From an optimization exercise on the open Yosys and OpenROAD flow, aimed at small area, a short achievable clock period and few clock cycles per item; shortcuts taken in it are not production practice. Where RTL was checked, it was by simulation tests only, not by an equivalence proof against the original. For runs 3 to 7, only the layout was checked, not whether the RTL still works. Power figures rest on the tool's default switching activity, not on a simulated workload.

==> design.v <==
module inone_rx (
    input  wire        clk,
    input  wire        rst,           
    input  wire        cmd_valid,
    output wire        cmd_ready,
    input  wire [1:0]  cmd_op,
    input  wire [7:0]  cmd_byte,
    input  wire [31:0] now,           
    output wire        rearm,         
    output wire [5:0]  cursor,
    output wire        raw_ready,
    output wire        pkt_ready,
    output wire [2:0]  outcome,
    output wire [3:0]  lastlen,
    output wire [71:0] last_frame     
);
    localparam OP_APPEND = 2'd0;
    localparam OP_POLL   = 2'd1;
    localparam OP_GET    = 2'd2;
    localparam OC_OK     = 3'd1;
    localparam OC_MAN1   = 3'd2;
    localparam OC_FRM1   = 3'd3;
    localparam OC_LCLASS = 3'd4;
    localparam OC_MAN2   = 3'd5;
    localparam OC_FRM2   = 3'd6;
    localparam OC_CRC    = 3'd7;
    localparam [31:0] RESYNC_MS = 32'd600;
    localparam [7:0]  CRC_POLY  = 8'h8C;
    reg [5:0]  cursor_q;
    reg [31:0] lastact_q;
    reg        raw_ready_q;
    reg        pkt_ready_q;
    reg [2:0]  outcome_q;
    reg [3:0]  lastlen_q;
    reg [71:0] frame_q;
    reg        rearm_q;
    reg        wait_q;        
    reg        tmo_q;         
    reg [91:0] d;
    reg [15:0] e1;            
    reg [22:15] e2;           
    reg [4:0]  cnt;           
    reg [7:0]  crc;
    reg        done;
    reg        run;           
    assign cmd_ready  = ~(wait_q | tmo_q);
    assign rearm      = rearm_q;
    assign cursor     = cursor_q;
    assign raw_ready  = raw_ready_q;
    assign pkt_ready  = pkt_ready_q;
    assign outcome    = outcome_q;
    assign lastlen    = lastlen_q;
    assign last_frame = frame_q;
    wire accept    = cmd_valid && !wait_q && !tmo_q;
    wire do_append = accept && cmd_op == OP_APPEND;
    wire do_poll   = accept && cmd_op == OP_POLL;
    wire do_get    = accept && cmd_op == OP_GET;
    wire [3:0] bbit = {cmd_byte[1], cmd_byte[3], cmd_byte[5], cmd_byte[7]};
    wire [3:0] berr = {cmd_byte[1] ~^ cmd_byte[0], cmd_byte[3] ~^ cmd_byte[2],
                       cmd_byte[5] ~^ cmd_byte[4], cmd_byte[7] ~^ cmd_byte[6]};
    genvar k;
    generate
        for (k = 0; k < 23; k = k + 1) begin : g_store
            wire we = do_append && cursor_q == k;
            if (k == 0) begin : g_b0
                always @(posedge clk)
                    if (we) begin
                        d[3:2] <= bbit[3:2];
                        e1[0]  <= |berr[3:2];
                    end
            end else if (k < 15) begin : g_b1
                always @(posedge clk)
                    if (we) begin
                        d[4*k +: 4] <= bbit;
                        e1[k]       <= |berr;
                    end
            end else if (k == 15) begin : g_b15
                always @(posedge clk)
                    if (we) begin
                        d[63:60] <= bbit;
                        e1[15]   <= |berr[1:0];
                        e2[15]   <= |berr[3:2];
                    end
            end else begin : g_b2
                always @(posedge clk)
                    if (we) begin
                        d[4*k +: 4] <= bbit;
                        e2[k]       <= |berr;
                    end
            end
        end
    endgenerate
    wire [1:0] cls = {d[51], d[50]};              
    wire man1 = |e1;
    reg  frm1;
    reg  frm2;
    integer g;
    always @(*) begin
        frm1 = 1'b0;
        for (g = 0; g < 12; g = g + 1)
            if (!d[5*g + 2]) frm1 = 1'b1;
        frm2 = 1'b0;
        for (g = 0; g < 6; g = g + 1)
            if (!d[5*g + 62] && (cls[1] || (cls[0] && g < 2))) frm2 = 1'b1;
    end
    wire man2 = ((cls != 2'd0) && (|e2[17:15])) || (cls[1] && (|e2[22:18]));
    reg [2:0] oc;
    always @(*) begin
        if (man1)              oc = OC_MAN1;
        else if (frm1)         oc = OC_FRM1;
        else if (cls == 2'd3)  oc = OC_LCLASS;
        else if (man2)         oc = OC_MAN2;
        else if (frm2)         oc = OC_FRM2;
        else if (crc != 8'd0)  oc = OC_CRC;
        else                   oc = OC_OK;
    end
    wire ok = (oc == OC_OK);
    reg [71:0] fr;
    always @(*) begin
        for (g = 0; g < 18; g = g + 1)
            fr[4*g +: 4] = d[5*g + 3 +: 4];
        if (cls == 2'd0) fr[71:48] = 24'd0;
        if (cls != 2'd2) fr[71:56] = 16'd0;
    end
    wire [3:0] flen = cls[1] ? 4'd9 : cls[0] ? 4'd7 : 4'd6;
    reg  [3:0] nib;                               
    always @(posedge clk) nib <= fr[{cnt, 2'b00} +: 4];
    reg  [7:0] crc_nxt;
    integer q;
    always @(*) begin
        crc_nxt = crc;
        for (q = 0; q < 4; q = q + 1)
            crc_nxt = (crc_nxt >> 1) ^ ((crc_nxt[0] ^ nib[q]) ? CRC_POLY : 8'h00);
    end
    wire [4:0] last = cls[1] ? 5'd17 : cls[0] ? 5'd13 : 5'd11;
    wire restart = do_append && cursor_q <= 6'd22;
    always @(posedge clk) begin
        if (rst || restart) begin
            cnt  <= 5'd0;
            crc  <= 8'd0;
            run  <= 1'b0;
            done <= 1'b0;
        end else if (!done) begin
            cnt <= cnt + 5'd1;
            run <= 1'b1;
            if (run) crc <= crc_nxt;
            if (cnt == last + 5'd1) done <= 1'b1;
        end
    end
    function automatic le10;                      
        input [9:0] a, b;
        integer i;
        begin
            le10 = 1'b1;
            for (i = 0; i < 10; i = i + 1)
                le10 = (~a[i] & b[i]) | (~(a[i] ^ b[i]) & le10);
        end
    endfunction
    wire [9:0]  la_lo  = lastact_q[9:0];
    wire [21:0] la_hi  = lastact_q[31:10];
    wire [10:0] w_lo   = {1'b0, la_lo} + 11'd600;
    reg  [21:0] cy;
    integer ci;
    always @(*) begin
        cy[0] = 1'b1;
        for (ci = 1; ci < 22; ci = ci + 1)
            cy[ci] = cy[ci - 1] & la_hi[ci - 1];
    end
    wire [21:0] hx     = now[31:10] ^ la_hi;
    reg         hi0_q, hi1_q;                           
    reg         bor_q, lew_q;                           
    always @(posedge clk) begin
        hi0_q <= (hx == 22'd0);
        hi1_q <= (hx == cy);
        bor_q <= !le10(la_lo, now[9:0]);
        lew_q <= le10(now[9:0], w_lo[9:0]);
    end
    wire        lo_ok  = bor_q ? (w_lo[10] && lew_q) : (w_lo[10] || lew_q);
    wire        hi_ok  = bor_q ? hi1_q : hi0_q;
    wire        recent = hi_ok && lo_ok;
    wire commit = ((do_poll && raw_ready_q) || wait_q) && done;
    wire pre_ok  = !wait_q && !tmo_q && raw_ready_q && done && ok;
    wire late_ok = wait_q && done && ok;
    wire is_poll = cmd_valid && !cmd_op[1] && cmd_op[0];
    wire fen     = (is_poll && pre_ok) || late_ok;
    always @(posedge clk) begin
        if (rst) begin
            frame_q   <= 72'd0;
            lastlen_q <= 4'd0;
        end else if (fen) begin
            frame_q   <= fr;
            lastlen_q <= flen;
        end
    end
    always @(posedge clk) begin
        if (do_append)
            lastact_q <= now;
    end
    always @(posedge clk) begin
        if (rst) begin
            cursor_q    <= 6'd0;
            raw_ready_q <= 1'b0;
            pkt_ready_q <= 1'b0;
            outcome_q   <= 3'd0;
            rearm_q     <= 1'b0;
            wait_q      <= 1'b0;
            tmo_q       <= 1'b0;
        end else begin
            rearm_q <= 1'b0;
            if (do_append) begin
                if (cursor_q == 6'd59) begin
                    cursor_q    <= 6'd0;
                    raw_ready_q <= 1'b1;
                    rearm_q     <= 1'b1;
                end else begin
                    cursor_q <= cursor_q + 6'd1;
                end
            end
            if (do_poll) begin
                if (cursor_q != 6'd0)
                    tmo_q <= 1'b1;
                if (raw_ready_q) begin
                    raw_ready_q <= 1'b0;
                    if (!done) wait_q <= 1'b1;
                end
            end
            if (tmo_q) begin
                tmo_q <= 1'b0;
                if (!recent) begin
                    cursor_q <= 6'd0;
                    rearm_q  <= 1'b1;
                end
            end
            if (do_get)
                pkt_ready_q <= 1'b0;
            if (commit) begin
                wait_q    <= 1'b0;
                outcome_q <= oc;
                if (ok)
                    pkt_ready_q <= 1'b1;
            end
        end
    end
endmodule
==> flow/run.sh <==
#!/bin/bash
# The standard layout (standard.sh), with the port buffers made as
# sky130_fd_sc_hd__buf_2 instead of the cell buffer_ports picks by itself.
set -euo pipefail
export BUFFER_PORTS_ARGS="-buffer_cell sky130_fd_sc_hd__buf_2"
export SETUP_SLACK_MARGIN=6.5
bash standard.sh > standard.log 2>&1
==> standard.sh <==
#!/bin/bash
# synth_recipe.tcl (not shown) runs the flow's synth.tcl, then flattens the netlist and writes it again
# the make line also repeats each setting of config.mk as NAME=value (left out here)
make -C /OpenROAD-flow-scripts/flow DESIGN_CONFIG=/design/flow/config.mk WORK_HOME=/design/flow/orfs CLKGATE_MAP_FILE= SYNTH_SCRIPT=/design/flow/synth_recipe.tcl "${@:-finish}"
==> config.mk <==
export PLATFORM = sky130hd
export DESIGN_NAME = inone_rx
export DESIGN_NICKNAME = inone_rx
export VERILOG_FILES = /design/flow/design.v
export SDC_FILE = /design/flow/constraint.sdc
export NUM_CORES = 4
export LEC_CHECK = 0
export CAP_MARGIN = 20
export CORE_MARGIN = 2
export CORE_UTILIZATION = 40
export CTS_BUF_LIST = sky130_fd_sc_hd__clkbuf_8
export CTS_CLUSTER_DIAMETER = 60
export CTS_CLUSTER_SIZE = 14
export SLEW_MARGIN = 20
==> constraint.sdc <==
create_clock -name core_clock -period 10.0 [get_ports {clk}]
set_input_delay 2.0000 -clock core_clock [delete_from_list [all_inputs] [get_ports {clk}]]
set_output_delay 2.0000 -clock core_clock [all_outputs]
set_load 0.01 [all_outputs]
==> metrics.md, run 1 <==
| Metric | Value |
|---|---|
| Outcome | `no timing/DRC/antenna violations` |
| Routed met2 length | `11900 um` |
| Yosys top cell by area | `edfxtp_1` |
| Die height | `170 um` |
| CTS root buf | `clkbuf_8` |
| Total number of vias | `7331` |
| Worst-Margin Slew | `1.01 ns` |
| Clk buf depth | `3` |
| Min cycle time layout | `3.41 ns` |
| Io pins | `134` |
| Most instantiated library cell after synthesis | `edfxtp_1` |
| Final period utilization | `34.1%` |
| Commonest cells in the synthesized netlist | `edfxtp_1 (146), nor2_1 (113), dfxtp_1 (111), mux2i_1 (65), nand3_1 (38)` |
| Internal | `1490 uW` |
| Clock latency at the later pin of the worst-skew pair | `0.59 ns` |
| # rows | `60` |
| #FFs+latches synth | `257` |
| P per Cell Area | `158 nW/um2` |
| Crit start category | `flop` |
| Max rail drop VDD | `0.109 mV` |
| Top cell type's share of synthesized area | `39.9%` |
| Wirelength, routed | `25800 um` |
| Largest net degree at the start of global routing | `89` |
| Data arrival, critical path | `1.41 ns` |
| CTS sink cnt | `257` |
| Yosys cell types | `67` |
| Final setup margin | `6.59 ns` |
| Clock transition at path regs | `0.09 ns` |
| DRC errors left | `0` |
| Syn Nets | `968` |
| Routed Antenna Nets | `0` |
| Number of max-cap violations | `0` |
| Post-synth ARST share | `0%` |
| Iter 0 DRT Violations | `439` |
| Clock Skew | `0.0376 ns` |
| Yosys warns | `1` |
| DR top layer | `met5` |
| CP peak stage delay | `0.62 ns` |
| Die Span X | `170 um` |
| Relative slew slack | `32.8%` |
| Fmax | `293 MHz` |
| CP required | `8.00 ns` |
| Hold Fails Final Rpt | `0` |
| CP top delay family | `flip-flops` |
| Setup TNS Final | `0 ns` |
| Syn Inst Count | `899` |
| Gpl congestion | `0.845` |
| Post-Syn Area | `11000 um2` |
| Register area share after synthesis | `60.2%` |
| DP Worst Slack | `5.20 ns` |
| Syn Area/Cell | `12.2 um2` |
| Initial Util | `40.7%` |
| Critical path class | `flop to primary output` |
| Total die area | `28800 um2` |
| Crit end category | `primary output` |
| Layout cell share with drive strength beyond 1 | `21.7%` |
| H-tree Lvls | `1` |
| Layout area overhead | `14.2%` |
| Final slew viol count | `0` |
| Buffers and inverters on the worst path | `1` |
| Layout Nets | `1096` |
| Leak | `0.00464 uW` |
| Vias in the first global route | `7135` |
| DRT Pass-1 Iters | `8` |
| Synth top area cells | `edfxtp_1 (40%), dfxtp_1 (20%), mux2i_1 (5.9%)` |
| Worst-path maximum fanout | `12` |
| Met1 WL | `11900 um` |
| Via density | `5.27` |
| NetSw | `496 uW` |
| Comb pwr share | `8.2%` |
| TritonCTS clock tree | `yes` |
| Sw frac | `25.0%` |
| CTS buffer count | `26` |
| EDFF count, synth | `146` |
| Ys flop type | `edfxtp_1` |
| Worst-path cell chain | `buf_2` |
| Core Footprint | `27000 um2` |
| PortBufs | `133` |
| Hold crit path type | `flop to flop` |
| DP HPWL | `17700 um` |
| Grt total ovfl | `0` |
| Share of power burned in registers | `58.1%` |
| Initial antenna violation count | `3` |
| Met3 wire length | `1530 um` |
| Unrepaired setup endpoints after global routing | `no` |
| Average wire per standard cell | `18.6 um` |
| Hold buffers post-CTS | `0` |
| Slowest stage cell, crit path | `dfxtp_1` |
| First-pass GRT wire length | `39400 um` |
| Final Setup Violations | `0` |
| Global-route usage over all layers | `17.5%` |
| Clock network power share | `33.7%` |
[logic make-up after synthesis]
| logic type | Yosys count | share of synthesized area, % |
|---|---|---|
| and+or+nand+nor | 302 | 14.3 |
| adders and majority gates | 24 | 2.73 |
| muxes | 82 | 9.31 |
| AOI/OAI and AO/OA | 107 | 6.22 |
| DFF | 257 | 60.2 |
| xor gates and xnor gates | 56 | 4.47 |
| buffers and inverters | 71 | 2.84 |
[final timing paths]
check	start	to	slack, ns	cells past startpoint
worst max-delay path	cursor_q[3]	cursor[3]	6.59	1
worst min-delay path	frame_q[59]	frame_q[59]	0.46	2
worst max register to register	e2[19]	frame_q[10]	6.99	7
worst min register to register	frame_q[59]	frame_q[59]	0.46	2
[placed cells by master, fill, tap and decap left out, types with 5 or more instances in the layout]
cell and count:
nor3_1 15, dfxtp_1 110, o211ai_1 5, o21ai_0 19, xnor2_1 33, nand2b_1 29, nor2_1 104, ha_1 24
xor2_1 23, nor2_2 8, and3_1 6, o21a_1 6, nand3_1 37, mux4_2 16, buf_2 133, buf_4 5
edfxtp_1 146, clkbuf_8 26, nor4_1 7, o22ai_1 10, a21oi_1 21, a31oi_1 5, o21ai_1 10, or4_1 6
mux2i_1 65, nand2_1 29, nand4_1 13, inv_1 39, nor2b_1 6
[repair_timing]
action	in CTS	in global routing
buffers inserted	1	1
endpoints found under the setup margin	111	63
cloned	0	1
pin swaps	0	1
resized for setup	5	4
endpoints found under the hold margin	0	0
[tightest hold or removal path: stages, from the launching register on]
cell and delay (ns):
dfxtp_1 0.32, nand2b_1 0.06, o21ai_1 0.05
[per-layer routing]
metal  track usage (%)  up-vias
met5                 0        -
met4              3.83        2
met3              3.57       33
met2              28.6      192
met1              24.0     3582
li1                  -     3522
[registers in the layout, summed over array words and instances (netlist names)]
register,cells
nib,4
rearm_q,1
lastlen_q,2
run,1
tmo_q,1
lastact_q,32
cnt,5
hi0_q,1
frame_q,72
d,90
wait_q,1
raw_ready_q,1
e2,8
bor_q,1
e1,16
lew_q,1
done,1
pkt_ready_q,1
cursor_q,6
hi1_q,1
crc,8
outcome_q,3
[power groups by stage]
stage	Sequential, uW	Combinational [uW]	Clock [uW]
after floorplan	1170	120	0
after global placement	1180	162	0
after detailed placement	1180	163	0
after CTS	1150	165	685
after global routing	1160	181	722
final	1150	163	669
[stage by stage]
step                      util, %  hold WS, ns  instance area, um2  std cells  power, uW
after global placement       44.4        0.455               12000       1337       1340
after floorplan                 -        0.451               11000        899       1290
after detailed placement     44.4        0.453               12000       1337       1340
after global routing         46.5        0.487               12500       1390       2060
after CTS                    46.4        0.468               12500       1386       2000
final                        46.5        0.465               12500       1390       1980
[final cells by class]
| cell class | instances | area [um2] |
|---|---|---|
| clock inverter | 22 | 153 |
| antenna | 2 | 5.00 |
| clock buffer | 26 | 358 |
| multi-input combinational | 571 | 4130 |
| tap | 341 | 427 |
| sequential | 257 | 6610 |
| timing repair buffer | 141 | 751 |
| fill | 2471 | 14400 |
| inverter | 30 | 113 |
Testbench counts, summed over its fixed seeds: cycles 15,779, blocks 256.
==> inputs of run 2 (changes only) <==
--- a/config.mk
+++ b/config.mk
@@ -8,7 +8,7 @@
 export CAP_MARGIN = 20
 export CORE_MARGIN = 2
 export CORE_UTILIZATION = 40
-export CTS_BUF_LIST = sky130_fd_sc_hd__clkbuf_8
-export CTS_CLUSTER_DIAMETER = 60
-export CTS_CLUSTER_SIZE = 14
+export CTS_BUF_LIST = sky130_fd_sc_hd__clkbuf_16
+export CTS_CLUSTER_DIAMETER = 80
+export CTS_CLUSTER_SIZE = 22
 export SLEW_MARGIN = 20
==> metrics.md, run 2 <==
| Metric | Value |
|---|---|
| Worst R2R Path Depth | `8 (+1)` |
| Highest-count cells in the layout ignoring fill and taps | `edfxtp_1 (146), buf_2 (133), dfxtp_1 (111)` |
| Clock Skew | `0.0316 ns (-0.00596 ns)` |
| Grt total ovfl | `0 (unchanged)` |
| Core Footprint | `27000 um2 (unchanged)` |
| Fmax | `292 MHz (-0.57%)` |
| Crit path to | `d[19]` |
| DP HPWL | `17700 um (unchanged)` |
| Commonest cells in the synthesized netlist | `edfxtp_1 (146), nor2_1 (113), dfxtp_1 (111), mux2i_1 (65), nand3_1 (38)` |
| Die height | `170 um (unchanged)` |
| Biggest regs | `d (90), frame_q (72), lastact_q (32)` |
| Clk buf depth | `3 (unchanged)` |
| Most common cell after layout, fill and taps aside | `edfxtp_1` |
| Final slew viol count | `0 (unchanged)` |
| DRT Pass-1 Iters | `5 (-3)` |
| Placed cells | `1337 (unchanged)` |
| Yosys top cell by area | `edfxtp_1` |
| Crit end category | `flop` |
| CTS root buf | `clkbuf_16` |
| Final Util | `47.0% (+0.41 points)` |
| Most instantiated library cell after synthesis | `edfxtp_1` |
| Max rail drop VDD | `0.151 mV (+38%)` |
| Met1 Use GR | `24.3% (+0.26 points)` |
| Largest Register | `d` |
| EDFF count, synth | `146 (unchanged)` |
| Yosys warns | `1 (unchanged)` |
| Largest net degree at the start of global routing | `86 (-3.4%)` |
| Initial antenna violation count | `3 (unchanged)` |
| Syn Area/Cell | `12.2 um2 (unchanged)` |
| # rows | `60 (unchanged)` |
| Clock latency at the later pin of the worst-skew pair | `0.51 ns (-0.08 ns)` |
| Syn Nets | `968 (unchanged)` |
| Setup TNS Final | `0 ns (unchanged)` |
| Worst Hold Slack | `0.464 ns (-0.00100 ns)` |
| Routed Antenna Nets | `0 (unchanged)` |
| Layout Nets | `1088 (-0.73%)` |
| Min cycle time layout | `3.43 ns (+0.0197 ns)` |
| Met2 Resource Use GR | `28.7% (+0.089 points)` |
| Data arrival, critical path | `3.58 ns (+2.17 ns)` |
| Unrepaired setup endpoints after global routing | `yes` |
| Total number of vias | `7240 (-1.2%)` |
| Layout cell share with drive strength beyond 1 | `20.9% (-0.79 points)` |
| Final Setup Violations | `0 (unchanged)` |
| TritonCTS clock tree | `yes` |
| CTS buffer count | `17 (-35%)` |
| Gpl congestion | `0.845 (unchanged)` |
| Initial Util | `40.7% (unchanged)` |
| Post-Syn Area | `11000 um2 (unchanged)` |
| Leak | `0.00468 uW (+0.81%)` |
| Die Span X | `170 um (unchanged)` |
| Clock transition at path regs | `0.09 ns (about the same)` |
| Critical path class | `input port to flop` |
| Hold buffers post-CTS | `0 (unchanged)` |
| Met3 Use GR | `3.31% (-0.26 points)` |
| Total die area | `28800 um2 (unchanged)` |
| Crit start category | `input port` |
| Yosys cell types | `67 (unchanged)` |
| DRC errors left | `0 (unchanged)` |
| R2r setup slk | `7.07 ns (+0.08 ns)` |
| Largest register FFs | `90 (unchanged)` |
| Layer with the highest usage | `met2` |
| P per Cell Area | `163 nW/um2 (+2.9%)` |
| Worst-Margin Slew | `1.01 ns (+0.00522 ns)` |
| Iter 0 DRT Violations | `431 (-1.8%)` |
| Tot Pwr | `2060 uW (+3.8%)` |
| Outcome | `no timing/DRC/antenna violations` |
| Global-route usage over all layers | `17.5% (+0.077 points)` |
| Syn Inst Count | `899 (unchanged)` |
| Io pins | `134 (unchanged)` |
| #FFs+latches synth | `257 (unchanged)` |
| Hold Fails Final Rpt | `0 (unchanged)` |
| Layout area overhead | `15.2%` |
| Hold crit path type | `flop to flop` |
| Fill cells | `2450 (-0.85%)` |
| Post-synth ARST share | `0% (unchanged)` |
| Final period utilization | `34.3% (+0.20 points)` |
| Wirelength, routed | `25500 um (-1.1%)` |
| Register area share after synthesis | `60.2% (unchanged)` |
| Worst Setup SP | `cmd_op[1]` |
| H-tree Lvls | `1 (unchanged)` |
| Via density | `5.28 (about the same)` |
| Relative slew slack | `32.5% (-0.35 points)` |
| Average wire per standard cell | `18.6 um (+0.23%)` |
| PortBufs | `133 (unchanged)` |
| Worst-path maximum fanout | `46 (+34)` |
| First-pass GRT wire length | `39300 um (-0.21%)` |
| Top cell type's share of synthesized area | `39.9% (unchanged)` |
| CP required | `10.15 ns (+2.15 ns)` |
| CTS sink cnt | `257 (unchanged)` |
| Synth top area cells | `edfxtp_1 (40%), dfxtp_1 (20%), mux2i_1 (5.9%)` |
| Vias in the first global route | `7018 (-1.6%)` |
| Non-filler cells, final | `1372 (-1.3%)` |
| Number of max-cap violations | `0 (unchanged)` |
| Reg2reg start | `e2[19]` |
| RR Endpoint | `frame_q[9]` |
| Ys flop type | `edfxtp_1` |
-- run 2: cell counts after synthesis --
No cell type changed its count.
-- run 2: layout make-up --
| cell class | count | area (um2) | share of cell area, % |
|---|---|---|---|
| well taps | 341 | 427 | 3.37 |
| repair buffers | 142 | 798 | 6.31 |
| multi-input cells | 571 | 4140 | 32.7 |
| diodes | 2 | 5.00 | 0.0395 |
| inverters | 30 | 113 | 0.890 |
| flip-flops and latches | 257 | 6610 | 52.2 |
| clock buffers | 17 | 425 | 3.36 |
| clock inverters | 12 | 139 | 1.10 |
-- run 2: logic make-up (layout without fill, tap and decap cells) --
family	count (synthesis)	in the layout	synth area share, %
XOR/XNOR	56	56	4.47
other	0	2	0
multiplexers	82	82	9.31
AND/OR/NAND/NOR	302	302	14.3
adder cells (fa/ha/maj)	24	24	2.73
AO/OA/AOI/OAI	107	107	6.22
flip-flops	257	257	60.2
buffers and inverters	71	201	2.84
-- run 2: worst min-delay path by stage --
stage / start / endpoint / slack, ns / cells past startpoint
2_1_floorplan: run / run / 0.45 / 2
3_3_place_gp: frame_q[58] / frame_q[58] / 0.46 / 2
3_5_place_dp: frame_q[60] / frame_q[60] / 0.45 / 2
4_1_cts: frame_q[60] / frame_q[60] / 0.47 / 2
5_1_grt: frame_q[56] / frame_q[56] / 0.49 / 2
6_report: frame_q[59] / frame_q[59] / 0.46 / 2
-- run 2: what timing repair did --
| item | in CTS | in global routing |
|---|---|---|
| cloned | 1 | 0 |
| endpoints found under the setup margin | 128 | 97 |
| setup buffers | 1 | 2 |
| pin swaps | 1 | 1 |
| gates resized for setup | 7 | 4 |
| hold endpoints to repair | 0 | 0 |
-- run 2: where the power goes --
part / total [uW] / internal [uW] / switching, uW
sequential: 1150 / 1130 / 20.4
combinational: 163 / 75.1 / 88.1
clock: 744 / 374 / 370
total: 2060 / 1580 / 478
-- run 2: metal layers --
layer  part of all wire [%]  vias to the layer above  wire length, um
met5                  0.027                        -                7
met4                    1.5                        2              374
met3                    5.7                       22             1470
met2                     47                      188            11900
met1                     46                     3527            11800
li1                       -                     3501                -
-- run 2: worst max-delay path: stages --
cell      delay, ns
buf_2          0.13
nor4bb_4       0.37
buf_8          0.35
nand3_1        0.24
nor2_1         0.48
-- run 2: stage by stage --
stage	instance area, um2	worst slack, ns
final	12700	6.57
after global routing	12700	6.49
after CTS	12600	6.52
after detailed placement	12000	5.20
after global placement	12000	4.97
after floorplan	11000	6.47
==> inputs of run 3 (changes only) <==
--- a/design.v
+++ b/design.v
@@ -168,15 +168,16 @@
     end
     wire [21:0] hx     = now[31:10] ^ la_hi;
     reg         hi0_q, hi1_q;                           
-    reg         bor_q, lew_q;                           
+    reg  [9:0]  nlo_q;
     always @(posedge clk) begin
         hi0_q <= (hx == 22'd0);
         hi1_q <= (hx == cy);
-        bor_q <= !le10(la_lo, now[9:0]);
-        lew_q <= le10(now[9:0], w_lo[9:0]);
-    end
-    wire        lo_ok  = bor_q ? (w_lo[10] && lew_q) : (w_lo[10] || lew_q);
-    wire        hi_ok  = bor_q ? hi1_q : hi0_q;
+        nlo_q <= now[9:0];
+    end
+    wire        bor    = !le10(la_lo, nlo_q);           
+    wire        le_w   = le10(nlo_q, w_lo[9:0]);
+    wire        lo_ok  = bor ? (w_lo[10] && le_w) : (w_lo[10] || le_w);
+    wire        hi_ok  = bor ? hi1_q : hi0_q;
     wire        recent = hi_ok && lo_ok;
     wire commit = ((do_poll && raw_ready_q) || wait_q) && done;
     wire pre_ok  = !wait_q && !tmo_q && raw_ready_q && done && ok;
--- a/config.mk
+++ b/config.mk
@@ -8,7 +8,4 @@
 export CAP_MARGIN = 20
 export CORE_MARGIN = 2
 export CORE_UTILIZATION = 40
-export CTS_BUF_LIST = sky130_fd_sc_hd__clkbuf_16
-export CTS_CLUSTER_DIAMETER = 80
-export CTS_CLUSTER_SIZE = 22
 export SLEW_MARGIN = 20
==> metrics.md, run 3 <==
| Metric | Value |
|---|---|
| Worst R2R Path Depth | `5 (-3)` |
| CTS buffer count | `28 (+11)` |
| DRT Pass-1 Iters | `5 (unchanged)` |
| Worst-path maximum fanout | `9 (-80%)` |
| First-pass GRT wire length | `39800 um (+1.1%)` |
| Unrepaired setup endpoints after global routing | `yes` |
| Max rail drop VDD | `0.131 mV (-13%)` |
| Synth top area cells | `edfxtp_1 (39%), dfxtp_1 (21%), mux2i_1 (5.9%)` |
| Register area share after synthesis | `60.8% (+0.61 points)` |
| Final Setup Violations | `0 (unchanged)` |
| Slowest stage cell, crit path | `nor2_1` |
| Largest Register | `d` |
| Die height | `171 um (+0.68%)` |
| Relative slew slack | `38.9% (+6.4 points)` |
| Hold depth | `2 (unchanged)` |
| Worst-path cell chain | `buf_2, nor3_2, nand2_1, inv_2, nand3_1, nor2_1` |
| Most instantiated library cell after synthesis | `edfxtp_1` |
| Initial Util | `40.3% (-0.44 points)` |
| Routed Antenna Nets | `0 (unchanged)` |
| Final slew viol count | `0 (unchanged)` |
| Most common cell after layout, fill and taps aside | `edfxtp_1` |
| Post-Syn Area | `11100 um2 (+1.4%)` |
| Total die area | `29200 um2 (+1.4%)` |
| Crit end category | `flop` |
| Syn Area/Cell | `12.1 um2 (-1.0%)` |
| Outcome | `no timing/DRC/antenna violations` |
| Top cell type's share of synthesized area | `39.4% (-0.55 points)` |
| Highest-count cells in the layout ignoring fill and taps | `edfxtp_1 (146), buf_2 (133), dfxtp_1 (119)` |
| Yosys warns | `1 (unchanged)` |
| Core Footprint | `27600 um2 (+2.5%)` |
| H-tree Lvls | `1 (unchanged)` |
| Commonest cells in the synthesized netlist | `edfxtp_1 (146), dfxtp_1 (119), nor2_1 (113), mux2i_1 (66), nand3_1 (43)` |
| CTS sink cnt | `265 (+3.1%)` |
| Ys flop type | `edfxtp_1` |
| Min cycle time layout | `3.42 ns (-0.0118 ns)` |
| DRC errors left | `0 (unchanged)` |
| Syn Inst Count | `921 (+2.4%)` |
| Clock transition at path regs | `0.06 ns (-0.03 ns)` |
| DP HPWL | `18000 um (+2.1%)` |
| Number of max-cap violations | `0 (unchanged)` |
| Worst-Margin Slew | `0.916 ns (-0.0961 ns)` |
| Average wire per standard cell | `18.1 um (-3.0%)` |
| Yosys cell types | `59 (-12%)` |
| Hold crit path type | `flop to flop` |
| Final period utilization | `34.2% (-0.12 points)` |
| Global-route usage over all layers | `17.4% (-0.097 points)` |
| Die Span X | `171 um (+0.68%)` |
| Largest register FFs | `90 (unchanged)` |
| CTS root buf | `clkbuf_16` |
| Grt total ovfl | `0 (unchanged)` |
| Via density | `5.12 (-3.0%)` |
| Clock Skew | `0.0142 ns (-0.0174 ns)` |
| P per Cell Area | `180 nW/um2 (+11%)` |
| Leak | `0.00490 uW (+4.9%)` |
| Largest net degree at the start of global routing | `61 (-29%)` |
| Gpl congestion | `0.823 (-2.6%)` |
| Iter 0 DRT Violations | `429 (-0.46%)` |
| Wirelength, routed | `26300 um (+2.8%)` |
| Clock latency at the later pin of the worst-skew pair | `0.54 ns (+0.03 ns)` |
| Yosys top cell by area | `edfxtp_1` |
| Critical path class | `input port to flop` |
| Fmax | `293 MHz (+0.35%)` |
| Io pins | `134 (unchanged)` |
| Layout area overhead | `19.5%` |
| Vias in the first global route | `7243 (+3.2%)` |
| CP peak stage delay | `0.58 ns (+0.10 ns)` |
| Crit start category | `input port` |
| TritonCTS clock tree | `yes` |
| Clk buf depth | `3 (unchanged)` |
| PortBufs | `133 (unchanged)` |
| Total number of vias | `7446 (+2.8%)` |
| Final Util | `48.2% (+1.2 points)` |
| EDFF count, synth | `146 (unchanged)` |
| Setup TNS Final | `0 ns (unchanged)` |
| Post-synth ARST share | `0% (unchanged)` |
| Syn Nets | `990 (+2.3%)` |
| CP required | `10.17 ns (+0.02 ns)` |
| # diodes | `0 (-2)` |
| Layout cell share with drive strength beyond 1 | `21.3% (+0.39 points)` |
| #FFs+latches synth | `265 (+3.1%)` |
| Biggest regs | `d (90), frame_q (72), lastact_q (32)` |
| Layout Nets | `1124 (+3.3%)` |
| Data arrival, critical path | `3.58 ns (about the same)` |
| Hold Fails Final Rpt | `0 (unchanged)` |
| Initial antenna violation count | `1 (-2)` |
| # rows | `61 (+1.7%)` |
## run 3: changes by cell type after synthesis, moves of 6 or more
cell and delta:
dfxtp_1 +8, o21ai_1 -10, inv_1 +10, o21ai_0 +7
nor4_1 +13, buf_4 -6, a21oi_1 +9
## run 3: kinds of logic after synthesis
logic type,after synthesis,synth area share (%)
AOI/OAI and AO/OA,105,5.99
xor gates and xnor gates,57,4.48
adders and majority gates,24,2.70
buffers and inverters,82,2.93
DFF,265,60.8
muxes,82,9.17
and+or+nand+nor,306,14.0
## run 3: what timing repair did
item                       4_1_cts  5_1_grt
cloned                           2        3
gates resized for setup         14        3
buffers inserted                 1        2
setup endpoints to repair       80      100
pin swaps                        1        4
hold buffers                     0        0
## run 3: path summary, 6_finish.rpt
check                   start           to  slack, ns
setup / recovery    cmd_op[0]        d[27]       6.58
hold / removal    frame_q[54]  frame_q[54]       0.46
setup reg to reg       cnt[0]       nib[1]       7.36
hold reg to reg   frame_q[54]  frame_q[54]       0.46
## run 3: critical path, delay by kind of cell
kind | cells | cell delay, ns
and+or+nand+nor | 4 | 1.26
buffers and inverters | 2 | 0.31
## run 3: power breakdown
group | switching [uW] | internal, uW
sequential | 24.2 | 1170
combinational | 93.5 | 76.6
clock | 424 | 614
total | 542 | 1860
## run 3: metal layers
| metal | track usage [%] | routed length (um) |
|---|---|---|
| met5 | 0 | 13 |
| met4 | 3.72 | 331 |
| met3 | 3.38 | 1560 |
| met2 | 29.3 | 12600 |
| met1 | 23.6 | 11800 |
## run 3: metrics by stage
step	std cells	instance area, um2	total power (uW)	worst slack [ns]	hold WS, ns
after CTS	1449	13200	2420	6.52	0.466
after global placement	1395	12200	1380	5.32	0.457
after floorplan	921	11200	1330	6.50	0.451
final	1454	13300	2400	6.58	0.462
after global routing	1454	13300	2490	6.48	0.491
after detailed placement	1395	12200	1380	5.26	0.456
## run 3: cell type report
| class | count | area [um2] |
|---|---|---|
| Tap cell | 378 | 473 |
| Timing Repair Buffer | 145 | 876 |
| Sequential cell | 265 | 6770 |
| Inverter | 40 | 150 |
| Clock inverter | 17 | 173 |
| Fill cell | 2567 | 14300 |
| Multi-Input combinational cell | 575 | 4120 |
| Clock buffer | 34 | 754 |
==> inputs of run 4 (changes only) <==
--- a/design.v
+++ b/design.v
@@ -180,19 +180,6 @@
     wire        hi_ok  = bor ? hi1_q : hi0_q;
     wire        recent = hi_ok && lo_ok;
     wire commit = ((do_poll && raw_ready_q) || wait_q) && done;
-    wire pre_ok  = !wait_q && !tmo_q && raw_ready_q && done && ok;
-    wire late_ok = wait_q && done && ok;
-    wire is_poll = cmd_valid && !cmd_op[1] && cmd_op[0];
-    wire fen     = (is_poll && pre_ok) || late_ok;
-    always @(posedge clk) begin
-        if (rst) begin
-            frame_q   <= 72'd0;
-            lastlen_q <= 4'd0;
-        end else if (fen) begin
-            frame_q   <= fr;
-            lastlen_q <= flen;
-        end
-    end
     always @(posedge clk) begin
         if (do_append)
             lastact_q <= now;
@@ -203,6 +190,8 @@
             raw_ready_q <= 1'b0;
             pkt_ready_q <= 1'b0;
             outcome_q   <= 3'd0;
+            lastlen_q   <= 4'd0;
+            frame_q     <= 72'd0;
             rearm_q     <= 1'b0;
             wait_q      <= 1'b0;
             tmo_q       <= 1'b0;
@@ -237,8 +226,11 @@
             if (commit) begin
                 wait_q    <= 1'b0;
                 outcome_q <= oc;
-                if (ok)
+                if (ok) begin
+                    frame_q     <= fr;
+                    lastlen_q   <= flen;
                     pkt_ready_q <= 1'b1;
+                end
             end
         end
     end
==> metrics.md, run 4 <==
| Metric | Value |
|---|---|
| Final slew viol count | `0 (unchanged)` |
| Max rail drop VDD | `0.133 mV (+1.3%)` |
| Yosys warns | `1 (unchanged)` |
| Worst-Margin Slew | `1.03 ns (+0.116 ns)` |
| Synth top area cells | `edfxtp_1 (40%), dfxtp_1 (22%), nand2_1 (5.6%)` |
| Ys flop type | `edfxtp_1` |
| RR Endpoint | `cursor_q[3]` |
| Unrepaired setup endpoints after global routing | `yes` |
| Clock Skew | `0.0124 ns (-0.00181 ns)` |
| Crit start category | `input port` |
| TritonCTS clock tree | `yes` |
| Largest net degree at the start of global routing | `92 (+51%)` |
| Biggest regs | `d (90), frame_q (72), lastact_q (32)` |
| Largest register FFs | `90 (unchanged)` |
| Layout cell share with drive strength beyond 1 | `20.8% (-0.49 points)` |
| Worst R2R Path Depth | `12 (+7)` |
| Highest-count cells in the layout ignoring fill and taps | `nand2_1 (162), edfxtp_1 (146), buf_2 (133)` |
| H-tree Lvls | `1 (unchanged)` |
| #FFs+latches synth | `265 (unchanged)` |
| Syn Inst Count | `970 (+5.3%)` |
| PortBufs | `133 (unchanged)` |
| Layout Nets | `1163 (+3.5%)` |
| DRC errors left | `0 (unchanged)` |
| Crit path to | `frame_q[44]` |
| # rows | `60 (-1.6%)` |
| Die Span X | `170 um (-0.28%)` |
| Critical path class | `input port to flop` |
| Outcome | `no timing/DRC/antenna violations` |
| Initial antenna violation count | `0 (-1)` |
| CTS buffer count | `30 (+7.1%)` |
| Layout area overhead | `18.5%` |
| Crit end category | `flop` |
| DP Worst Slack | `5.72 ns (+0.453 ns)` |
| Worst-path maximum fanout | `57 (+48)` |
| Final Setup Violations | `0 (unchanged)` |
| Placed Area | `12100 um2 (-0.62%)` |
| Grt total ovfl | `0 (unchanged)` |
| # diodes | `0 (unchanged)` |
| R2r setup slk | `7.27 ns (-0.09 ns)` |
| CTS root buf | `clkbuf_16` |
| Syn Area/Cell | `11.4 um2 (-5.6%)` |
| Wirelength, routed | `26400 um (+0.73%)` |
| Top cell type's share of synthesized area | `39.6% (+0.22 points)` |
| CP required | `10.40 ns (+0.23 ns)` |
| Worst Setup SP | `cmd_op[1]` |
| Relative slew slack | `31.1% (-7.8 points)` |
| Final Cell Area | `13100 um2 (-1.4%)` |
| Hold Fails Final Rpt | `0 (unchanged)` |
| Post-Syn Area | `11100 um2 (-0.56%)` |
| DP HPWL | `18300 um (+1.7%)` |
| CTS sink cnt | `265 (unchanged)` |
| Yosys top cell by area | `edfxtp_1` |
| Min cycle time layout | `3.40 ns (-0.0106 ns)` |
| Most instantiated library cell after synthesis | `nand2_1` |
| Final period utilization | `34.0% (-0.11 points)` |
| Via density | `5.11 (-0.12%)` |
| Clk buf depth | `3 (unchanged)` |
| Leak | `0.00486 uW (-0.87%)` |
| Iter 0 DRT Violations | `539 (+26%)` |
| Most common cell after layout, fill and taps aside | `nand2_1` |
| Data arrival, critical path | `3.81 ns (+0.23 ns)` |
| Core Footprint | `27100 um2 (-1.9%)` |
| Yosys cell types | `65 (+10%)` |
| Routed Antenna Nets | `0 (unchanged)` |
| Worst Hold Slack | `0.441 ns (-0.0213 ns)` |
| Setup TNS Final | `0 ns (unchanged)` |
| P per Cell Area | `187 nW/um2 (+3.8%)` |
| First-pass GRT wire length | `41300 um (+3.8%)` |
| Post-synth ARST share | `0% (unchanged)` |
| Die height | `170 um (-0.28%)` |
| Io pins | `134 (unchanged)` |
| Number of max-cap violations | `0 (unchanged)` |
| EDFF count, synth | `146 (unchanged)` |
| Fmax | `294 MHz (+0.31%)` |
| Total number of vias | `7611 (+2.2%)` |
| Register area share after synthesis | `61.1% (+0.34 points)` |
| Hold crit path type | `flop to flop` |
| Vias in the first global route | `7525 (+3.9%)` |
| Average wire per standard cell | `17.8 um (-1.6%)` |
| Gpl congestion | `0.828 (+0.67%)` |
| Global-route usage over all layers | `18.3% (+0.86 points)` |
| Final setup margin | `6.60 ns (+0.0106 ns)` |
| Commonest cells in the synthesized netlist | `nand2_1 (164), edfxtp_1 (146), dfxtp_1 (119), a21oi_1 (74), nor2_1 (51)` |
| Reg2reg start | `lastact_q[3]` |
| Initial Util | `40.9% (+0.55 points)` |
| Total die area | `29000 um2 (-0.55%)` |
| Largest Register | `d` |
| Clock latency at the later pin of the worst-skew pair | `0.55 ns (about the same)` |
| DRT Pass-1 Iters | `5 (unchanged)` |
| Clock transition at path regs | `0.06 ns (about the same)` |
| Syn Nets | `1040 (+5.1%)` |
## run 4: cell types whose count changed in the layout (fill, tap and decap cells not counted), moves of 11 or more
| cell | delta |
|---|---|
| nand2_1 | +133 |
| nor2_1 | -70 |
| mux2i_1 | -47 |
| a21oi_1 | +43 |
| nand2b_1 | -24 |
| nand3_1 | -11 |
## run 4: area by class of cell
class	count	area [um2]
inverter	37	153
sequential	265	6770
clock inverter	19	174
multi-input combinational	622	4040
timing repair buffer	137	708
tap	372	465
clock buffer	36	815
fill	2436	14000
## run 4: routing by layer
layer  global-route usage [%]  routed length (um)
met1                     24.9               11900
met2                     29.8               12200
met5                        0                   0
met4                     5.46                 595
met3                     3.40                1660
## run 4: per-stage QoR
step           util [%]  power (uW)  cells
2_1_floorplan         -        1340    970
3_3_place_gp       44.7        1390   1432
3_5_place_dp       44.7        1390   1432
4_1_cts            48.4        2480   1487
5_1_grt            48.4        2540   1488
6_report           48.4        2460   1488
## run 4: logic make-up after synthesis
family,Yosys count,share of synthesized area (%)
simple gates,353,15.3
flops,265,61.1
compound gates,150,7.86
buf+inv,84,3.31
xor+xnor,58,4.59
mux,35,4.97
fa+ha+maj,25,2.82
## run 4: repair_timing
| item | CTS | global route |
|---|---|---|
| hold endpoints to repair | 0 | 0 |
| gates resized for setup | 3 | 1 |
| pin swaps | 0 | 1 |
| hold buffers | 0 | 0 |
| gates cloned | 0 | 1 |
| setup buffers | 0 | 0 |
| endpoints found under the setup margin | 76 | 37 |
## run 4: worst max-delay path, cell delays in order
cell and delay, ns:
buf_2 0.11, and4bb_1 0.25, a21oi_2 0.07, nand2b_4 0.16, or3b_4 0.42, nand2b_4 0.47
nand2_1 0.22, a21oi_1 0.09
## run 4: report_power, final
part,internal [uW],switching [uW]
combinational,79.2,97.4
clock,654,432
sequential,1170,24.3
total,1900,554
## run 4: how the worst min path moves through the flow
stage | startpoint | depth (start not counted) | to
global placement | frame_q[56] | 2 | frame_q[56]
CTS | frame_q[56] | 2 | frame_q[56]
global route | frame_q[2] | 2 | frame_q[2]
detailed placement | frame_q[56] | 2 | frame_q[56]
finish | frame_q[56] | 2 | frame_q[56]
floorplan | run | 2 | run
==> inputs of run 5 (changes only) <==
==> flow/run.sh (replaced) <==
#!/bin/bash
# The standard layout (standard.sh), with the port buffers made as
# sky130_fd_sc_hd__buf_2 instead of the cell buffer_ports picks by itself.
set -euo pipefail
export BUFFER_PORTS_ARGS="-buffer_cell sky130_fd_sc_hd__buf_2"
export SETUP_SLACK_MARGIN=7.0
bash standard.sh > standard.log 2>&1
==> metrics.md, run 5 <==
| Metric | Value |
|---|---|
| Ys flop type | `edfxtp_1` |
| # rows | `60 (unchanged)` |
| Tot Pwr | `2480 uW (+0.82%)` |
| Placed Area | `12400 um2 (+2.2%)` |
| Xor and xnor fraction of the mapped netlist area | `4.59% (unchanged)` |
| Total die area | `29000 um2 (unchanged)` |
| Die Span X | `170 um (unchanged)` |
| Relative slew slack | `30.3% (-0.77 points)` |
| Data arrival, critical path | `3.80 ns (about the same)` |
| Layout area overhead | `40.8%` |
| Worst-path maximum fanout | `6 (-89%)` |
| Syn Area/Cell | `11.4 um2 (unchanged)` |
| Post-synthesis mux area share | `4.97% (unchanged)` |
| Die height | `170 um (unchanged)` |
| Fmax | `302 MHz (+2.7%)` |
| P per Cell Area | `159 nW/um2 (-15%)` |
| Core Footprint | `27100 um2 (unchanged)` |
| Layout Nets | `1242 (+6.8%)` |
| Largest register FFs | `90 (unchanged)` |
| CTS sink cnt | `265 (unchanged)` |
| Yosys top cell by area | `edfxtp_1` |
| Io pins | `134 (unchanged)` |
| TritonCTS clock tree | `yes` |
| R2r setup slk | `7.16 ns (-0.11 ns)` |
| CP required | `10.49 ns (+0.09 ns)` |
| Hold Fails Final Rpt | `0 (unchanged)` |
| Register area share after synthesis | `61.1% (unchanged)` |
| Via density | `5.21 (+1.9%)` |
| Max rail drop VDD | `0.140 mV (+5.2%)` |
| Fill cells | `2155 (-12%)` |
| Hold Path Sink | `frame_q[60]` |
| Unrepaired setup endpoints after global routing | `yes` |
| Average wire per standard cell | `19.7 um (+11%)` |
| Largest Register | `d` |
| Clock transition at path regs | `0.06 ns (about the same)` |
| Biggest regs | `d (90), frame_q (72), lastact_q (32)` |
| Setup TNS Final | `0 ns (unchanged)` |
| Outcome | `no timing/DRC/antenna violations` |
| Worst-Margin Slew | `1.04 ns (+0.0116 ns)` |
| CTS root buf | `clkbuf_16` |
| Largest net degree at the start of global routing | `45 (-51%)` |
| Worst hold start | `frame_q[60]` |
| Worst-path cell chain | `buf_6, and4bb_1, a21oi_2, nand2b_4, or3b_4, nor2b_4, buf_12, buf_6, buf_12, buf_16, nand3_1, o21ai_1` |
| Syn Inst Count | `970 (unchanged)` |
| First-pass GRT wire length | `45400 um (+10%)` |
| EDFF count, synth | `146 (unchanged)` |
| Final Setup Violations | `0 (unchanged)` |
| Leak | `0.00576 uW (+18%)` |
| Final Cell Area | `15600 um2 (+19%)` |
| Gpl congestion | `0.790 (-4.7%)` |
| #FFs+latches synth | `265 (unchanged)` |
| Yosys cell types | `65 (unchanged)` |
| Compound-Gate Fraction of Synth Area | `7.86% (unchanged)` |
| Final period utilization | `33.1% (-0.91 points)` |
| Final slew viol count | `0 (unchanged)` |
| CTS buffer count | `29 (-3.3%)` |
| Total number of vias | `8180 (+7.5%)` |
| Clock latency at the later pin of the worst-skew pair | `0.57 ns (+0.02 ns)` |
| Slowest stage cell, crit path | `or3b_4` |
| Initial antenna violation count | `2 (+2)` |
| Global-route usage over all layers | `20.5% (+2.2 points)` |
| Number of max-cap violations | `0 (unchanged)` |
| Synth top area cells | `edfxtp_1 (40%), dfxtp_1 (22%), nand2_1 (5.6%)` |
| Main combinational cell family by area after synthesis | `simple AND/OR/NAND/NOR gates` |
| Worst Hold Slack | `0.454 ns (+0.0126 ns)` |
| Wirelength, routed | `30900 um (+17%)` |
| Crit end category | `flop` |
| Vias in the first global route | `7852 (+4.3%)` |
| Iter 0 DRT Violations | `613 (+14%)` |
| DRC errors left | `0 (unchanged)` |
| Hold crit path type | `flop to flop` |
| Commonest cells in the synthesized netlist | `nand2_1 (164), edfxtp_1 (146), dfxtp_1 (119), a21oi_1 (74), nor2_1 (51)` |
| Final Util | `57.5% (+9.1 points)` |
| Initial Util | `40.9% (unchanged)` |
| PortBufs | `133 (unchanged)` |
| Most common cell after layout, fill and taps aside | `edfxtp_1` |
| Layout cell share with drive strength beyond 1 | `42.5% (+22 points)` |
| Min cycle time layout | `3.31 ns (-0.0911 ns)` |
| Simple-gate share of the synthesized area | `15.3% (unchanged)` |
| Yosys warns | `1 (unchanged)` |
| Routed Antenna Nets | `0 (unchanged)` |
| Post-synth ARST share | `0% (unchanged)` |
| Reg2reg start | `e2[18]` |
| Syn Nets | `1040 (unchanged)` |
| RR Endpoint | `frame_q[61]` |
| Hold depth | `2 (unchanged)` |
| DRT Pass-1 Iters | `7 (+2)` |
| Critical path class | `input port to flop` |
| Crit start category | `input port` |
| Worst R2R Path Depth | `11 (-1)` |
| Highest-count cells in the layout ignoring fill and taps | `edfxtp_1 (146), nand2_1 (123), buf_6 (100)` |
| DP HPWL | `18000 um (-1.7%)` |
| Post-Synth Adder-Cell Area | `2.82% (unchanged)` |
| Clk buf depth | `3 (unchanged)` |
| Grt total ovfl | `0 (unchanged)` |
| Most instantiated library cell after synthesis | `nand2_1` |
| Top cell type's share of synthesized area | `39.6% (unchanged)` |
| H-tree Lvls | `1 (unchanged)` |
| Post-Syn Area | `11100 um2 (unchanged)` |
| CP peak stage delay | `0.41 ns (-0.06 ns)` |
| Clock Skew | `0.0238 ns (+0.0114 ns)` |
[run 5: cell counts after synthesis]
Identical to the previous run, type by type.
[run 5: per-layer routing]
metal | vias up | share of wire (%) | track usage (%)
li1 | 3892 | - | -
met1 | 3948 | 41 | 26.6
met2 | 278 | 49 | 34.9
met3 | 62 | 6.9 | 4.26
met4 | 0 | 3.0 | 5.83
met5 | - | 0 | 0
[run 5: power by group]
group	leakage (uW)	internal (uW)	switching, uW
sequential	0.00235	1170	25.5
clock	0.000468	650	440
combinational	0.00294	88.4	108
total	0.00576	1910	573
[run 5: critical path: cells and delay by family]
kind                   cells  cell delay, ns
AND/OR/NAND/NOR            5            1.05
AO/OA/AOI/OAI              2            0.17
buffers and inverters      5            0.57
[run 5: logic make-up (layout without fill, tap and decap cells)]
kind of cell / Yosys count / count (layout)
AO/OA/AOI/OAI: 150 / 150
XOR/XNOR: 58 / 58
adder cells (fa/ha/maj): 25 / 25
buffers and inverters: 84 / 301
flip-flops: 265 / 265
multiplexers: 35 / 35
other: 0 / 2
AND/OR/NAND/NOR: 353 / 361
[run 5: what timing repair did]
item / CTS / global route
cloned: 17 / 6
pin swaps: 48 / 43
setup endpoints to repair: 323 / 285
resized for setup: 278 / 78
setup buffers: 42 / 15
hold buffers: 0 / 0
[run 5: how the worst max path moves through the flow]
stage,from,end,slack [ns],depth (start not counted)
detailed placement,cmd_op[1],frame_q[43],5.73,9
global placement,cmd_op[1],lastlen_q[0],5.78,9
global route,cmd_op[1],frame_q[61],6.63,12
floorplan,cmd_op[1],lastlen_q[2],6.48,9
CTS,cmd_op[1],frame_q[60],6.74,12
finish,cmd_op[1],frame_q[61],6.69,12
[run 5: per-stage QoR]
stage | std cells | setup slack (ns)
global placement | 1433 | 5.78
global route | 1568 | 6.63
finish | 1569 | 6.69
floorplan | 970 | 6.48
CTS | 1546 | 6.74
detailed placement | 1433 | 5.73
[run 5: final cells by class]
type | count | area [um2] | share of cell area [%]
sequential | 265 | 6910 | 44.3
multi-input combinational | 629 | 4840 | 31.0
timing repair buffer | 209 | 2230 | 14.3
clock buffer | 38 | 769 | 4.93
tap | 372 | 465 | 2.98
clock inverter | 16 | 211 | 1.36
inverter | 37 | 156 | 1.00
timing repair inverter | 1 | 8.76 | 0.0562
antenna | 2 | 5.00 | 0.0321
==> inputs of run 6 (changes only) <==
--- a/design.v
+++ b/design.v
@@ -35,7 +35,6 @@
     reg [71:0] frame_q;
     reg        rearm_q;
     reg        wait_q;        
-    reg        tmo_q;         
     reg [91:0] d;
     reg [15:0] e1;            
     reg [22:15] e2;           
@@ -43,7 +42,7 @@
     reg [7:0]  crc;
     reg        done;
     reg        run;           
-    assign cmd_ready  = ~(wait_q | tmo_q);
+    assign cmd_ready  = ~wait_q;
     assign rearm      = rearm_q;
     assign cursor     = cursor_q;
     assign raw_ready  = raw_ready_q;
@@ -51,7 +50,7 @@
     assign outcome    = outcome_q;
     assign lastlen    = lastlen_q;
     assign last_frame = frame_q;
-    wire accept    = cmd_valid && !wait_q && !tmo_q;
+    wire accept    = cmd_valid && !wait_q;
     wire do_append = accept && cmd_op == OP_APPEND;
     wire do_poll   = accept && cmd_op == OP_POLL;
     wire do_get    = accept && cmd_op == OP_GET;
@@ -167,18 +166,12 @@
             cy[ci] = cy[ci - 1] & la_hi[ci - 1];
     end
     wire [21:0] hx     = now[31:10] ^ la_hi;
-    reg         hi0_q, hi1_q;                           
-    reg  [9:0]  nlo_q;
-    always @(posedge clk) begin
-        hi0_q <= (hx == 22'd0);
-        hi1_q <= (hx == cy);
-        nlo_q <= now[9:0];
-    end
-    wire        bor    = !le10(la_lo, nlo_q);           
-    wire        le_w   = le10(nlo_q, w_lo[9:0]);
+    wire        bor    = !le10(la_lo, now[9:0]);           
+    wire        le_w   = le10(now[9:0], w_lo[9:0]);
     wire        lo_ok  = bor ? (w_lo[10] && le_w) : (w_lo[10] || le_w);
-    wire        hi_ok  = bor ? hi1_q : hi0_q;
+    wire        hi_ok  = bor ? (hx == cy) : (hx == 22'd0);
     wire        recent = hi_ok && lo_ok;
+    wire due    = (cursor_q != 6'd0) && !recent;
     wire commit = ((do_poll && raw_ready_q) || wait_q) && done;
     always @(posedge clk) begin
         if (do_append)
@@ -194,7 +187,6 @@
             frame_q     <= 72'd0;
             rearm_q     <= 1'b0;
             wait_q      <= 1'b0;
-            tmo_q       <= 1'b0;
         end else begin
             rearm_q <= 1'b0;
             if (do_append) begin
@@ -207,18 +199,13 @@
                 end
             end
             if (do_poll) begin
-                if (cursor_q != 6'd0)
-                    tmo_q <= 1'b1;
+                if (due) begin
+                    cursor_q <= 6'd0;
+                    rearm_q  <= 1'b1;
+                end
                 if (raw_ready_q) begin
                     raw_ready_q <= 1'b0;
                     if (!done) wait_q <= 1'b1;
-                end
-            end
-            if (tmo_q) begin
-                tmo_q <= 1'b0;
-                if (!recent) begin
-                    cursor_q <= 6'd0;
-                    rearm_q  <= 1'b1;
                 end
             end
             if (do_get)
==> flow/run.sh (replaced) <==
#!/bin/bash
# The standard layout (standard.sh), with the port buffers made as
# sky130_fd_sc_hd__buf_2 instead of the cell buffer_ports picks by itself.
set -euo pipefail
export BUFFER_PORTS_ARGS="-buffer_cell sky130_fd_sc_hd__buf_2"
bash standard.sh > standard.log 2>&1
==> metrics.md, run 6 <==
| Metric | Value |
|---|---|
| Layout Nets | `1140 (-8.2%)` |
| Number of max-cap violations | `0 (unchanged)` |
| Hold Fails Final Rpt | `0 (unchanged)` |
| Largest Register | `d` |
| Outcome | `no timing/DRC/antenna violations` |
| CTS sink cnt | `252 (-4.9%)` |
| Clock latency at the later pin of the worst-skew pair | `0.53 ns (-0.04 ns)` |
| EDFF count, synth | `146 (unchanged)` |
| Io pins | `134 (unchanged)` |
| Hold crit path type | `flop to flop` |
| Most instantiated library cell after synthesis | `nand2_1` |
| Fill cells | `2470 (+15%)` |
| Yosys cell types | `61 (-6.2%)` |
| Gpl congestion | `0.790 (about the same)` |
| Post-CTS setup buffer count | `0 (-100%)` |
| Highest-count cells in the layout ignoring fill and taps | `nand2_1 (156), edfxtp_1 (146), buf_2 (133)` |
| Unrepaired setup endpoints after global routing | `no` |
| Hold buffers post-CTS | `0 (unchanged)` |
| Main combinational cell family by area after synthesis | `simple AND/OR/NAND/NOR gates` |
| CTS root buf | `clkbuf_16` |
| Yosys top cell by area | `edfxtp_1` |
| Biggest regs | `d (90), frame_q (72), lastact_q (32)` |
| Buffers and inverters on the worst path | `1 (-4)` |
| Compound-Gate Fraction of Synth Area | `8.00% (+0.14 points)` |
| Total die area | `28500 um2 (-1.9%)` |
| Post-CTS Resized | `0 (-100%)` |
| Clock Skew | `0.0103 ns (-0.0135 ns)` |
| Crit end category | `flop` |
| Final slew viol count | `0 (unchanged)` |
| PortBufs | `133 (unchanged)` |
| Initial Util | `40.5% (-0.36 points)` |
| Syn Nets | `1018 (-2.1%)` |
| Post-synthesis mux area share | `5.08% (+0.11 points)` |
| Worst-Margin Slew | `1.01 ns (-0.0359 ns)` |
| Layout area overhead | `17.0%` |
| # diodes | `0 (-2)` |
| Post-synth ARST share | `0% (unchanged)` |
| Yosys warns | `1 (unchanged)` |
| Syn Inst Count | `948 (-2.3%)` |
| Iter 0 DRT Violations | `605 (-1.3%)` |
| Max rail drop VDD | `0.146 mV (+3.9%)` |
| Slowest stage cell, crit path | `nor3b_1` |
| Global-route usage over all layers | `17.7% (-2.9 points)` |
| CP top delay family | `simple AND/OR/NAND/NOR gates` |
| # rows | `60 (unchanged)` |
| Layout cell share with drive strength beyond 1 | `19.2% (-23 points)` |
| Final Setup Violations | `0 (unchanged)` |
| Worst-path cell chain | `buf_2, ha_1, a21o_1, or4_1, a211oi_1, nor2_1, nor3b_1, nand4_4, a2111oi_1` |
| P per Cell Area | `181 nW/um2 (+14%)` |
| Clk buf depth | `3 (unchanged)` |
| Die Span X | `169 um (-0.97%)` |
| Top cell type's share of synthesized area | `40.4% (+0.80 points)` |
| Die height | `169 um (-0.97%)` |
| Synth top area cells | `edfxtp_1 (40%), dfxtp_1 (20%), nand2_1 (5.4%)` |
| Ys flop type | `edfxtp_1` |
| Wirelength, routed | `25400 um (-18%)` |
| Min cycle time layout | `4.02 ns (+0.704 ns)` |
| Core Footprint | `26800 um2 (-1.1%)` |
| Largest net degree at the start of global routing | `90 (+100%)` |
| Via density | `5.18 (-0.59%)` |
| Setup TNS Final | `0 ns (unchanged)` |
| DP HPWL | `17800 um (-1.2%)` |
| DRT Pass-1 Iters | `5 (-2)` |
| H-tree Lvls | `1 (unchanged)` |
| Final period utilization | `40.2% (+7.0 points)` |
| Leak | `0.00466 uW (-19%)` |
| Register area share after synthesis | `59.9% (-1.2 points)` |
| TritonCTS clock tree | `yes` |
| #FFs+latches synth | `252 (-4.9%)` |
| DRC errors left | `0 (unchanged)` |
| Vias in the first global route | `7221 (-8.0%)` |
| Average wire per standard cell | `17.7 um (-9.9%)` |
| Total number of vias | `7422 (-9.3%)` |
| Syn Area/Cell | `11.4 um2 (+0.29%)` |
| CP required | `10.40 ns (-0.09 ns)` |
| First-pass GRT wire length | `39600 um (-13%)` |
| CP peak stage delay | `0.42 ns (about the same)` |
| Grt total ovfl | `0 (unchanged)` |
| Simple-gate share of the synthesized area | `15.8% (+0.48 points)` |
| Relative slew slack | `32.8% (+2.5 points)` |
| Commonest cells in the synthesized netlist | `nand2_1 (156), edfxtp_1 (146), dfxtp_1 (106), a21oi_1 (93), nor2_1 (52)` |
| Crit start category | `input port` |
| Clock transition at path regs | `0.06 ns (about the same)` |
| Largest register FFs | `90 (unchanged)` |
| Initial antenna violation count | `0 (-2)` |
| CTS buffer count | `27 (-6.9%)` |
| Critical path class | `input port to flop` |
| Data arrival, critical path | `4.42 ns (+0.62 ns)` |
| Post-Syn Area | `10900 um2 (-2.0%)` |
| Xor and xnor fraction of the mapped netlist area | `5.15% (+0.57 points)` |
| Most common cell after layout, fill and taps aside | `nand2_1` |
| Routed Antenna Nets | `0 (unchanged)` |
| Post-Synth Adder-Cell Area | `2.88% (+0.057 points)` |
| Tot Pwr | `2300 uW (-7.1%)` |
| Fmax | `249 MHz (-18%)` |
| Worst-path maximum fanout | `7 (+1)` |
==> run 6: area by class of cell <==
type | count | area [um2] | share of cell area (%)
flip-flops and latches | 252 | 6510 | 51.2
multi-input cells | 613 | 4030 | 31.7
clock buffers | 36 | 719 | 5.66
inverters | 36 | 135 | 1.06
repair buffers | 140 | 718 | 5.65
clock inverters | 14 | 170 | 1.34
well taps | 341 | 427 | 3.36
==> run 6: kinds of logic (layout without fill, tap and decap cells) <==
logic type | count (synthesis) | after routing
and+or+nand+nor | 342 | 342
DFF | 252 | 252
AOI/OAI and AO/OA | 148 | 148
buffers and inverters | 83 | 226
xor gates and xnor gates | 63 | 63
muxes | 35 | 35
adders and majority gates | 25 | 25
==> run 6: final timing paths <==
path                             startpoint           to  slack [ns]  cells after the start
worst max-delay path                 now[9]  cursor_q[2]        5.98                      9
worst min-delay path            frame_q[49]  frame_q[49]        0.45                      2
worst max register to register        d[51]  frame_q[48]        6.93                      8
worst min register to register  frame_q[49]  frame_q[49]        0.45                      2
==> run 6: where the power goes <==
part | internal (uW) | switching [uW] | total, uW
logic | 74.5 | 90.0 | 164
registers | 1110 | 23.1 | 1140
clock network | 607 | 393 | 1000
==> run 6: worst min-delay path: stages, from the launching register on <==
cell and delay, ns:
dfxtp_1 0.30, nand2_1 0.05, a21oi_1 0.05
==> run 6: per-layer routing <==
| layer | global-route usage (%) | up-vias | routed length [um] | part of all wire (%) |
|---|---|---|---|---|
| met4 | 3.41 | 0 | 301 | 1.2 |
| met1 | 25.1 | 3556 | 11800 | 47 |
| met3 | 2.90 | 25 | 1390 | 5.5 |
| li1 | - | 3636 | - | - |
| met2 | 28.8 | 205 | 11800 | 47 |
| met5 | 0 | - | 0 | 0 |
==> run 6: per-stage QoR <==
stage / util, % / hold WS [ns] / std cells / cell area [um2] / worst slack, ns
6_report: 47.4 / 0.447 / 1432 / 12700 / 5.98
4_1_cts: 47.4 / 0.452 / 1432 / 12700 / 5.97
3_5_place_dp: 44.1 / 0.444 / 1382 / 11800 / 5.43
2_1_floorplan: - / 0.436 / 948 / 10900 / 4.48
5_1_grt: 47.4 / 0.462 / 1432 / 12700 / 5.74
3_3_place_gp: 44.1 / 0.437 / 1382 / 11800 / 5.53
==> inputs of run 7 (changes only) <==
--- a/flow/run.sh
+++ b/flow/run.sh
@@ -3,4 +3,5 @@
 # sky130_fd_sc_hd__buf_2 instead of the cell buffer_ports picks by itself.
 set -euo pipefail
 export BUFFER_PORTS_ARGS="-buffer_cell sky130_fd_sc_hd__buf_2"
+export SETUP_SLACK_MARGIN=6.5
 bash standard.sh > standard.log 2>&1
==> metrics.md, run 7 <==
| Metric | Value |
|---|---|
| Outcome | `no timing/DRC/antenna violations` |
| DRC errors left | `0 (unchanged)` |
| Relative slew slack | `24.9% (-7.9 points)` |
| Yosys warns | `1 (unchanged)` |
| EDFF count, synth | `146 (unchanged)` |
| Number of max-cap violations | `0 (unchanged)` |
| Initial antenna violation count | `0 (unchanged)` |
| Via density | `5.22 (+0.81%)` |
| Critical path class | `input port to flop` |
| Total die area | `28500 um2 (unchanged)` |
| Core Footprint | `26800 um2 (unchanged)` |
| Highest-count cells in the layout ignoring fill and taps | `nand2_1 (152), edfxtp_1 (146), buf_2 (132)` |
| Min cycle time layout | `3.66 ns (-0.359 ns)` |
| Syn Nets | `1018 (unchanged)` |
| Gpl congestion | `0.805 (+1.9%)` |
| # diodes | `0 (unchanged)` |
| Io pins | `134 (unchanged)` |
| # rows | `60 (unchanged)` |
| Syn Area/Cell | `11.4 um2 (unchanged)` |
| Worst-path maximum fanout | `7 (unchanged)` |
| P per Cell Area | `175 nW/um2 (-3.4%)` |
| Most common cell after layout, fill and taps aside | `nand2_1` |
| Final Setup Violations | `0 (unchanged)` |
| CP Depth | `10 (+1)` |
| CP required | `10.43 ns (+0.03 ns)` |
| Final period utilization | `36.6% (-3.6 points)` |
| Register area share after synthesis | `59.9% (unchanged)` |
| Layout cell share with drive strength beyond 1 | `24.5% (+5.3 points)` |
| Worst R2R Path Depth | `8 (unchanged)` |
| Crit end category | `flop` |
| Slowest stage cell, crit path | `or4_4` |
| CTS buffer count | `27 (unchanged)` |
| Final slew viol count | `0 (unchanged)` |
| Unrepaired setup endpoints after global routing | `yes` |
| Average wire per standard cell | `18.8 um (+6.3%)` |
| Clk buf depth | `3 (unchanged)` |
| Placed Area | `12000 um2 (+1.5%)` |
| Hold crit path type | `flop to flop` |
| Largest net degree at the start of global routing | `90 (unchanged)` |
| CTS root buf | `clkbuf_16` |
| Routed Antenna Nets | `0 (unchanged)` |
| Grt total ovfl | `0 (unchanged)` |
| Layout Nets | `1146 (+0.53%)` |
| Top cell type's share of synthesized area | `40.4% (unchanged)` |
| Largest Register | `d` |
| Worst-path cell chain | `buf_8, ha_4, a21o_1, or4_4, a211oi_4, nor2_2, nor3b_4, nand4_4, buf_4, a211oi_2` |
| Setup TNS Final | `0 ns (unchanged)` |
| Largest register FFs | `90 (unchanged)` |
| Data arrival, critical path | `4.09 ns (-0.33 ns)` |
| Leak | `0.00475 uW (+2.1%)` |
| Global-route usage over all layers | `18.7% (+1.1 points)` |
| Fmax | `273 MHz (+9.8%)` |
| Hold depth | `2 (unchanged)` |
| Post-synth ARST share | `0% (unchanged)` |
| Commonest cells in the synthesized netlist | `nand2_1 (156), edfxtp_1 (146), dfxtp_1 (106), a21oi_1 (93), nor2_1 (52)` |
| Synth top area cells | `edfxtp_1 (40%), dfxtp_1 (20%), nand2_1 (5.4%)` |
| Most instantiated library cell after synthesis | `nand2_1` |
| Vias in the first global route | `7447 (+3.1%)` |
| Die height | `169 um (unchanged)` |
| Syn Inst Count | `948 (unchanged)` |
| Biggest regs | `d (90), frame_q (72), lastact_q (32)` |
| #FFs+latches synth | `252 (unchanged)` |
| Tot Pwr | `2290 uW (-0.34%)` |
| Hold Fails Final Rpt | `0 (unchanged)` |
| Final Cell Area | `13100 um2 (+3.2%)` |
| Iter 0 DRT Violations | `470 (-22%)` |
| Clock transition at path regs | `0.06 ns (about the same)` |
| Wirelength, routed | `27100 um (+6.7%)` |
| Post-Syn Area | `10900 um2 (unchanged)` |
| Ys flop type | `edfxtp_1` |
| Clock latency at the later pin of the worst-skew pair | `0.53 ns (about the same)` |
run 7: cell counts after synthesis:
Identical to the previous run, type by type.
run 7: cell families (layout without fill, tap and decap cells):
family,count (synthesis),count (layout),synth area share [%]
AOI/OAI and AO/OA,148,148,8.00
xor gates and xnor gates,63,63,5.15
adders and majority gates,25,25,2.88
buffers and inverters,83,227,3.11
DFF,252,252,59.9
muxes,35,35,5.08
and+or+nand+nor,342,346,15.8
run 7: worst reg2reg max path: stages, from the launching register on:
cell	delay, ns
edfxtp_1	0.70
or2_1	0.46
inv_2	0.15
o211ai_1	0.72
or2_1	0.26
nor2_4	0.05
buf_12	0.20
nand3_1	0.18
a21oi_1	0.08
run 7: where the power goes:
group / internal, uW / switching [uW] / total (uW)
Combinational: 78.3 / 95.9 / 174
Clock: 585 / 398 / 983
Sequential: 1110 / 23.4 / 1140
Total: 1780 / 517 / 2290
run 7: layout make-up:
class / count / area [um2]
clock buffer: 37 / 763
clock inverter: 12 / 121
fill: 2442 / 13700
inverter: 36 / 135
multi-input combinational: 617 / 4390
sequential: 252 / 6510
tap: 341 / 427
timing repair buffer: 142 / 768
run 7: layer usage:
metal  global-route usage (%)  routed length [um]  vias to the layer above
met1                     25.8               12400                     3644
met2                     31.0               12700                      186
met5                        0                   0                        -
met3                     3.58                1520                       27
li1                         -                   -                     3651
met4                     3.94                 424                        0
run 7: worst paths after layout:
path / startpoint / slack [ns] / end
setup reg to reg: d[51] / 7.04 / frame_q[71]
setup / recovery: now[9] / 6.34 / cursor_q[1]
hold reg to reg: frame_q[62] / 0.45 / frame_q[62]
hold / removal: frame_q[62] / 0.45 / frame_q[62]
run 7: repair_timing:
action | CTS | global route
buffers inserted | 2 | 1
hold buffers | 0 | 0
cloned | 3 | 1
pin swaps | 10 | 7
gates resized for setup | 21 | 14
endpoints found under the setup margin | 172 | 182
run 7: per-stage QoR:
stage	hold slack, ns	worst slack [ns]	instances
3_3_place_gp	0.439	5.74	1381
2_1_floorplan	0.436	5.45	948
3_5_place_dp	0.443	5.67	1381
4_1_cts	0.451	6.31	1435
6_report	0.445	6.34	1437
5_1_grt	0.468	6.27	1437
